Source: an optimization exercise on an open RTL-to-GDS flow (aim: small area, a short achievable clock period and few clock cycles per item). Production flows keep margins and buffers that such runs may drop. At most, simulation tests tie the RTL to the original design; equivalence was not proved.

==> flow/design.v (excerpt) <==
module echo_engine (
    input  wire        clk,
    input  wire        rst,         
    input  wire        cfg_we,
    input  wire [4:0]  cfg_addr,
    input  wire [31:0] cfg_wdata,
    output reg         cfg_err,     
    input  wire        in_valid,
    output wire        in_ready,
    input  wire [1:0]  in_op,       
    input  wire [15:0] in_data,
    output wire        out_valid,
    input  wire        out_ready,
    output wire [15:0] out_data
);
Size in the first run: roughly 3300 cells after synthesis, about 1500 flip-flops, roughly 58000 sq um of cells after synthesis.
==> flow/config.mk <==
export PLATFORM = sky130hd
export DESIGN_NAME = echo_engine
export DESIGN_NICKNAME = echo_engine
export VERILOG_FILES = /design/flow/design.v
export SDC_FILE = /design/flow/constraint.sdc
export NUM_CORES = 4
export LEC_CHECK = 0
export CAP_MARGIN = 20
export CORE_MARGIN = 2
export CORE_UTILIZATION = 40
export CTS_CLUSTER_DIAMETER = 70
export CTS_CLUSTER_SIZE = 24
export PLACE_DENSITY = 0.6
export SLEW_MARGIN = 20
==> flow/constraint.sdc <==
create_clock -name core_clock -period 10.5 [get_ports {clk}]
set_input_delay 2.1000 -clock core_clock [delete_from_list [all_inputs] [get_ports {clk}]]
set_output_delay 2.1000 -clock core_clock [all_outputs]
set_load 0.01 [all_outputs]
standard.sh (not shown) runs the stock make flow with config.mk's settings and CLKGATE_MAP_FILE= SYNTH_SCRIPT=/design/flow/synth_recipe.tcl, a recipe that flattens the netlist after the stock synthesis.
==> flow/flow/run.sh <==
#!/bin/bash
set -euo pipefail
MARGIN=$(cat flow/margin.txt)
bash standard.sh SETUP_SLACK_MARGIN=$MARGIN \
  "CTS_ARGS=-sink_clustering_enable -repair_clock_nets -sink_clustering_size 24 -sink_clustering_max_diameter 70 -dont_use_dummy_load" \
  finish > flow_make.log 2>&1
==> flow/flow/margin.txt <==
7.0
The first run completed without violations.
Testbench counts at the start, summed over its fixed seeds: cycles 32,976, items 32,000.
Rerun with:
==> flow/flow/run.sh (replaced) <==
#!/bin/bash
# Standard ORFS layout through the standard.sh (the standard synthesis script, so
# the same registers), with these changes to how the layout is made:
#  - clock tree synthesis without dummy loads;
#  - buf_4 cells as the port buffers;
#  - no full or half adder cells from synthesis (abc maps the adders as plain gates).
set -euo pipefail
MARGIN=$(cat flow/margin.txt)
bash standard.sh SETUP_SLACK_MARGIN=$MARGIN \
  "CTS_ARGS=-sink_clustering_enable -repair_clock_nets -sink_clustering_size 24 -sink_clustering_max_diameter 70 -dont_use_dummy_load" \
  "BUFFER_PORTS_ARGS=-buffer_cell sky130_fd_sc_hd__buf_4" \
  ADDER_MAP_FILE= \
  finish > flow_make.log 2>&1
==> flow/flow/margin.txt (replaced) <==
6.75
Synthesized cell count went up by 14%. Register-to-register slack improved by 0.32 ns. Worst setup slack improved by 0.32 ns.

---

Another version of the RTL of echo_engine (not shown whole).
For scale: ~3400 cells after synthesis, ~1500 flip-flops, ~79 I/O pins, ~57000 sq um of cells after synthesis.
==> flow/config.mk <==
export PLATFORM = sky130hd
export DESIGN_NAME = echo_engine
export DESIGN_NICKNAME = echo_engine
export VERILOG_FILES = /design/flow/design.v
export SDC_FILE = /design/flow/constraint.sdc
export NUM_CORES = 4
export LEC_CHECK = 0
export CAP_MARGIN = 20
export CORE_MARGIN = 2
export CORE_UTILIZATION = 40
export CTS_CLUSTER_DIAMETER = 70
export CTS_CLUSTER_SIZE = 24
export PLACE_DENSITY = 0.6
export SLEW_MARGIN = 20
==> flow/constraint.sdc <==
create_clock -name core_clock -period 10.5 [get_ports {clk}]
set_input_delay 2.1000 -clock core_clock [delete_from_list [all_inputs] [get_ports {clk}]]
set_output_delay 2.1000 -clock core_clock [all_outputs]
set_load 0.01 [all_outputs]
==> flow/flow/run.sh <==
#!/bin/bash
set -euo pipefail
MARGIN=$(cat flow/margin.txt)
bash standard.sh SETUP_SLACK_MARGIN=$MARGIN finish > flow_make.log 2>&1
==> flow/flow/margin.txt <==
6.0
Then changed:
==> flow/flow/margin.txt (replaced) <==
6.6
After rerunning: Cell count went up by a few percent; wire length went up by a few percent; final area went up by a few percent; sequential share of layout area went down by 1.9 points; synthesized area stays the same; first-iteration DRC count went up by a few percent; worst setup slack gets better by 0.25 ns.
Then changed:
==> flow/run.sh (new file) <==
#!/bin/bash
# synth_recipe.tcl (not shown) runs the flow's synth.tcl, then flattens the netlist and writes it again
# the make line also repeats each setting of config.mk as NAME=value (left out here)
make -C /OpenROAD-flow-scripts/flow DESIGN_CONFIG=/design/flow/config.mk WORK_HOME=/design/flow/orfs CLKGATE_MAP_FILE= SYNTH_SCRIPT=/design/flow/synth_recipe.tcl finish
--- a/flow/config.mk
+++ b/flow/config.mk
@@ -12,3 +12,4 @@
 export CTS_CLUSTER_SIZE = 24
 export PLACE_DENSITY = 0.6
+export SETUP_SLACK_MARGIN = 5
 export SLEW_MARGIN = 20
removed: flow/flow/run.sh
removed: flow/flow/margin.txt
removed: flow/standard.sh
What happened: Area after synthesis stays the same; wire length is lower by about 5.5%; clock-buffer cell count is lower by 22; non-clock buffer count is lower by 148; worst hold slack gains 0.0058 ns; final cell count is lower by about 2.7%.
Function was not checked in any run of this note: the RTL went through the layout flow alone.

---

Another version of the RTL of echo_engine (not shown whole).
Size: ~79 I/O pins, roughly 57000 um2 of cells after synthesis.
Settings: LEC_CHECK=0, CAP_MARGIN=20, CORE_MARGIN=2, CORE_UTILIZATION=40, CTS_CLUSTER_DIAMETER=70, CTS_CLUSTER_SIZE=24, PLACE_DENSITY=0.6, SLEW_MARGIN=20; clock period 10.5 ns.
==> flow/flow/run.sh <==
#!/bin/bash
set -euo pipefail
MARGIN=$(cat flow/margin.txt)
bash standard.sh SETUP_SLACK_MARGIN=$MARGIN finish > flow_make.log 2>&1
==> flow/flow/margin.txt <==
6.3
Testbench counts at the start, summed over its fixed seeds: cycles 32,976, items 32,000.
==> next run, changes <==
==> flow/flow/margin.txt (replaced) <==
7.2
What happened: Worst setup slack gets better by 0.024 ns. Die area stays the same. Sequential cell count does not change.

---

red:
Another version of the RTL of echo_engine (not shown whole).
Size: roughly 3500 cells after synthesis, about 1500 flip-flops, about 58000 um^2 of cells after synthesis.
export LEC_CHECK = 0
export CAP_MARGIN = 20
export CORE_MARGIN = 2
export CORE_UTILIZATION = 40
export CTS_CLUSTER_DIAMETER = 70
export CTS_CLUSTER_SIZE = 24
export PLACE_DENSITY = 0.6
export SLEW_MARGIN = 20
create_clock -name core_clock -period 10.5 [get_ports {clk}]
==> flow/flow/margin.txt <==
6.6
Scripts as last shown in full above: flow/flow/run.sh
red: flow completed, timing, DRC and antenna clean
Testbench counts of red, summed over its fixed seeds: cycles 32,976, items 32,000.
Relative to red, the following input files were edited for blue:
==> flow/flow/run.sh <==
#!/bin/bash
set -euo pipefail
MARGIN=$(cat flow/margin.txt)
bash standard.sh SETUP_SLACK_MARGIN=$MARGIN \
  "CTS_ARGS=-sink_clustering_enable -repair_clock_nets -sink_clustering_size 24 -sink_clustering_max_diameter 70 -dont_use_dummy_load" \
  finish > flow_make.log 2>&1
Findings:
On final cell count: blue sits below red.
Final routed wirelength across all metal layers delta (blue − red): favourable
For global-route usage, blue and red come out practically identical.
The via count reported for blue is lower than the one for red.

---

== run A ==
RTL: one of the versions met above, not the one the previous note started from.
Size in the first run: roughly 3300 cells after synthesis, ~79 I/O pins, roughly 58000 sq um of cells after synthesis.
Design echo_engine, start of the top module:
module echo_engine (
    input  wire        clk,
    input  wire        rst,         
    input  wire        cfg_we,
    input  wire [4:0]  cfg_addr,
    input  wire [31:0] cfg_wdata,
    output reg         cfg_err,     
    input  wire        in_valid,
    output wire        in_ready,
    input  wire [1:0]  in_op,       
    input  wire [15:0] in_data,
    output wire        out_valid,
    input  wire        out_ready,
    output wire [15:0] out_data
);
    localparam RING_DEPTH  = 64;
    localparam TABLE_DEPTH = 16;
    localparam OP_DELAY = 2'd0;
    localparam OP_TABLE = 2'd1;
    localparam OP_PRBS  = 2'd2;
    localparam OP_NOISE = 2'd3;
    localparam A_CAPACITY    = 5'd0;
    localparam A_NOISE_LEVEL = 5'd1;
    localparam A_LFSR        = 5'd2;
    localparam A_LCG_SEED    = 5'd3;
    localparam A_TABLE_LEN   = 5'd4;
    localparam A_RESTART     = 5'd5;
    localparam A_LCGSTEP     = 5'd6;
    function [30:0] rotl;
        input [30:0] v;
        input integer n;
        begin
            rotl = (v << n) | (v >> (31 - n));
        end
    endfunction
    function [61:0] csa;     
        input [30:0] x, y, z;
        reg [30:0] c;
        begin
            c   = (x & y) | (x & z) | (y & z);
            csa = {x ^ y ^ z, c[29:0], c[30]};
        end
    endfunction
    function [38:0] lcg_next;    
        input [30:0] t;
        input [7:0]  k;
        reg [30:0] sp0, sp1, sp2, s, c, tn;
        reg [61:0] l1a, l1b, l1c, l2a, l2b, l3;
        reg [7:0]  kn;
        reg [30:0] bg, bp, bc;
        integer j;
        begin
            sp0 = {k[4], k[6], k[5], k[5], k[3], k[5], k[4], k[4], k[2], k[4], k[3], k[3], k[1], k[3], k[2], k[2], k[0], k[2], k[1], k[7], k[2], k[1], k[0], k[6], k[1], k[7], k[7], k[5], k[7], k[6], k[6]};
  ...
export LEC_CHECK = 0
export CAP_MARGIN = 20
export CORE_MARGIN = 2
export CORE_UTILIZATION = 40
export CTS_CLUSTER_DIAMETER = 70
export CTS_CLUSTER_SIZE = 24
export PLACE_DENSITY = 0.6
export SLEW_MARGIN = 20
create_clock -name core_clock -period 10.5 [get_ports {clk}]
==> flow/flow/run.sh <==
#!/bin/bash
set -euo pipefail
MARGIN=$(cat flow/margin.txt)
bash standard.sh SETUP_SLACK_MARGIN=$MARGIN \
  "CTS_ARGS=-sink_clustering_enable -repair_clock_nets -sink_clustering_size 24 -sink_clustering_max_diameter 70 -dont_use_dummy_load" \
  "BUFFER_PORTS_ARGS=-buffer_cell sky130_fd_sc_hd__buf_2" \
  finish > flow_make.log 2>&1
Scripts as last shown in full above: flow/flow/margin.txt
The flow did not stop early for run A: all stages ran, and the layout cleared the timing, design-rule and antenna checks.
Testbench counts of run A, summed over its fixed seeds: cycles 32,976, items 32,000.
### run A -> run B
==> flow/flow/run.sh <==
#!/bin/bash
# Standard ORFS layout through the standard.sh (the standard synthesis script, so
# the same registers), with these changes to how the layout is made:
#  - clock tree synthesis without dummy loads;
#  - buf_4 cells as the port buffers;
#  - no full or half adder cells from synthesis (abc maps the adders as plain gates).
set -euo pipefail
MARGIN=$(cat flow/margin.txt)
bash standard.sh SETUP_SLACK_MARGIN=$MARGIN \
  "CTS_ARGS=-sink_clustering_enable -repair_clock_nets -sink_clustering_size 30 -sink_clustering_max_diameter 70 -dont_use_dummy_load" \
  "BUFFER_PORTS_ARGS=-buffer_cell sky130_fd_sc_hd__buf_4" \
  ADDER_MAP_FILE= \
  finish > flow_make.log 2>&1
==> flow/flow/margin.txt <==
6.9
### Flow results
- From run A to run B the numbers moved as follows: worst setup slack after layout now larger.
- Wire length reported by the detailed router came out higher on run B than on run A.
- Relative to run A, normalized max-slew margin has gone down in run B.
- Starting density of the core up 0.17 points in run B wrt run A
- Compared run B vs run A, and post-CTS resize count is down in run B.
## Diff of input files: run C against run B
diff --git a/flow/flow/run.sh b/flow/flow/run.sh
--- a/flow/flow/run.sh
+++ b/flow/flow/run.sh
@@ -8,5 +8,5 @@
 MARGIN=$(cat flow/margin.txt)
 bash standard.sh SETUP_SLACK_MARGIN=$MARGIN \
-  "CTS_ARGS=-sink_clustering_enable -repair_clock_nets -sink_clustering_size 30 -sink_clustering_max_diameter 70 -dont_use_dummy_load" \
+  "CTS_ARGS=-sink_clustering_enable -repair_clock_nets -sink_clustering_size 20 -sink_clustering_max_diameter 70 -dont_use_dummy_load" \
   "BUFFER_PORTS_ARGS=-buffer_cell sky130_fd_sc_hd__buf_4" \
   ADDER_MAP_FILE= \
==> flow/flow/margin.txt <==
7.1
diff --git a/flow/config.mk b/flow/config.mk
--- a/flow/config.mk
+++ b/flow/config.mk
@@ -6,4 +6,5 @@
 export NUM_CORES = 4
 export LEC_CHECK = 0
+export ABC_AREA = 1
 export CAP_MARGIN = 20
 export CORE_MARGIN = 2
Findings:
- The final layouts of run B and run C pass the timing, design-rule and antenna checks.
- Summary of run C over run B: post-synthesis mux area share dropped 2.8 points, portion of the clock cycle consumed by the worst path in the final layout dropped 0.15 points, number of well taps climbed about 6%, synthesized cell count climbed about 50%.
### run C -> run D
diff --git a/flow/flow/run.sh b/flow/flow/run.sh
--- a/flow/flow/run.sh
+++ b/flow/flow/run.sh
@@ -8,5 +8,5 @@
 MARGIN=$(cat flow/margin.txt)
 bash standard.sh SETUP_SLACK_MARGIN=$MARGIN \
-  "CTS_ARGS=-sink_clustering_enable -repair_clock_nets -sink_clustering_size 20 -sink_clustering_max_diameter 70 -dont_use_dummy_load" \
+  "CTS_ARGS=-sink_clustering_enable -repair_clock_nets -sink_clustering_size 24 -sink_clustering_max_diameter 70 -dont_use_dummy_load" \
   "BUFFER_PORTS_ARGS=-buffer_cell sky130_fd_sc_hd__buf_4" \
   ADDER_MAP_FILE= \
==> flow/flow/margin.txt <==
6.9
diff --git a/flow/config.mk b/flow/config.mk
--- a/flow/config.mk
+++ b/flow/config.mk
@@ -6,5 +6,4 @@
 export NUM_CORES = 4
 export LEC_CHECK = 0
-export ABC_AREA = 1
 export CAP_MARGIN = 20
 export CORE_MARGIN = 2
==> summary.txt <==
For cell count after synthesis, dividing the value from run C by the value from run D gives 1.5.
Floorplan check, run D vs run C: die outline smaller in run D
Sort run D and run C by number of search-and-repair iterations in the first detailed-routing pass asc -> top: run D
Having completed the whole flow, run D delivered a layout that passed the timing, design-rule and antenna checks.
Against run C, run D comes in 0.016 ns lower on worst hold slack.
Setup changes, run D to run E
==> flow/flow/run.sh <==
#!/bin/bash
set -euo pipefail
MARGIN=$(cat flow/margin.txt)
bash standard.sh SETUP_SLACK_MARGIN=$MARGIN \
  "CTS_ARGS=-sink_clustering_enable -repair_clock_nets -sink_clustering_size 24 -sink_clustering_max_diameter 70 -dont_use_dummy_load" \
  "BUFFER_PORTS_ARGS=-buffer_cell sky130_fd_sc_hd__buf_4" \
  ADDER_MAP_FILE= \
  finish > flow_make.log 2>&1
==> flow/flow/margin.txt <==
7.2
--- outcome ---
Delta (run E minus run D): required time of the critical path shows a reduction of 2.67 ns, cell area shows an increase of 3000 sq um. Measured against each other, run E and run D differ in sequential share of layout area, the lower figure coming from run E. Run D ended up with register to register as its type of the worst setup path; run E ended up with register to output port. The via count normalized by instance count of run D and that of run E are within noise of each other. There was hardly any difference in clock transition at the registers of the reported paths between run E and run D. Compare run E and run D | first-pass GRT wire length higher: run E.

---

## JK
echo_engine with an RTL version that a note above also has.
Size in the first run: ~1500 flip-flops, ~79 I/O pins, about 57000 sq um of cells after synthesis.
export LEC_CHECK = 0
export CAP_MARGIN = 20
export CORE_MARGIN = 2
export CORE_UTILIZATION = 40
export PLACE_DENSITY = 0.6
export SLEW_MARGIN = 20
create_clock -name core_clock -period 10.5 [get_ports {clk}]
==> flow/flow/run.sh <==
#!/bin/bash
set -euo pipefail
MARGIN=$(cat flow/margin.txt)
bash standard.sh SETUP_SLACK_MARGIN=$MARGIN finish > flow_make.log 2>&1
==> flow/flow/margin.txt <==
7.2
JK did not stop at any stage, and its layout met the timing, design-rule and antenna checks.
Testbench counts of JK, summed over its fixed seeds: cycles 32,976, items 32,000.
Here is what was changed in the inputs of MS compared with JK.
Settings: a change of PLACE_DENSITY from 0.6 to 0.7; a change of CORE_UTILIZATION from 40 to 55; an added CTS_CLUSTER_DIAMETER of 70; an added CTS_CLUSTER_SIZE of 24.
[summary]
- Taking JK as the reference, in MS fmax rose by about 1.8%; number of H-tree branching levels fell by 1.
- Looking only at number of well taps, and setting everything else aside, the lower value of JK and MS goes to MS.
- Relative to JK, the wire length of the first global-routing pass measured on MS has decreased by a little under 10%.

## separate check: timing with driven ports
How much do the figures lean on ideal ports? The routed layouts below were timed once more, with nothing changed but the port constraints.
Step 1 assumes that a clkbuf_16 drives the clock port and a buf_2 every other input.
Step 2, shift: input delay + t, output delay - t, t = (earliest + latest rising clock arrival at the registers) / 2. This alone moves slack from input paths to output paths.
Slacks: no drivers / after step 1 / after step 2; pairs: no drivers / after step 1.
run | t, ns | slack for setup (ns) | worst register clock-pin slew, ns | worst slew at a driven data input, ns
the first run of note 1 | 0.752 | 6.420 / 6.420 / 5.947 | 0.09 / 0.09 | 0.09
the second run of note 1 | 0.758 | 6.741 / 6.741 / 6.271 | 0.09 / 0.09 | 0.11
the first run of note 2 | 0.796 | 6.114 / 6.114 / 5.405 | 0.10 / 0.10 | 0.12
the second run of note 2 | 0.788 | 6.363 / 6.363 / 5.627 | 0.10 / 0.10 | 0.16
the third run of note 2 | 0.796 | 5.195 / 5.247 / 4.450 | 0.09 / 0.09 | 0.12
the first run of note 3 | 0.789 | 6.307 / 6.305 / 5.565 | 0.09 / 0.09 | 0.07
the second run of note 3 | 0.806 | 6.331 / 6.331 / 5.600 | 0.10 / 0.10 | 0.05
red | 0.788 | 6.472 / 6.472 / 5.892 | 0.09 / 0.09 | 0.16
blue | 0.754 | 6.474 / 6.474 / 5.856 | 0.09 / 0.09 | 0.15
run A | 0.756 | 6.408 / 6.408 / 6.029 | 0.09 / 0.09 | 0.08
run B | 0.754 | 6.919 / 6.889 / 6.283 | 0.11 / 0.11 | 0.14
run C | 0.788 | 6.935 / 6.890 / 6.102 | 0.08 / 0.08 | 0.18
run D | 0.756 | 6.929 / 6.885 / 6.249 | 0.09 / 0.09 | 0.12
run E | 0.764 | 6.959 / 6.876 / 6.264 | 0.09 / 0.09 | 0.12
JK | 0.844 | 6.154 / 6.179 / 5.335 | 0.07 / 0.07 | 0.07
MS | 0.754 | 6.231 / 6.231 / 5.588 | 0.09 / 0.09 | 0.20
After both steps setup and hold are still met in every run listed. For run C, which loses most, drivers alone change the setup slack by -0.045 ns; drivers and shift together by -0.833 ns.
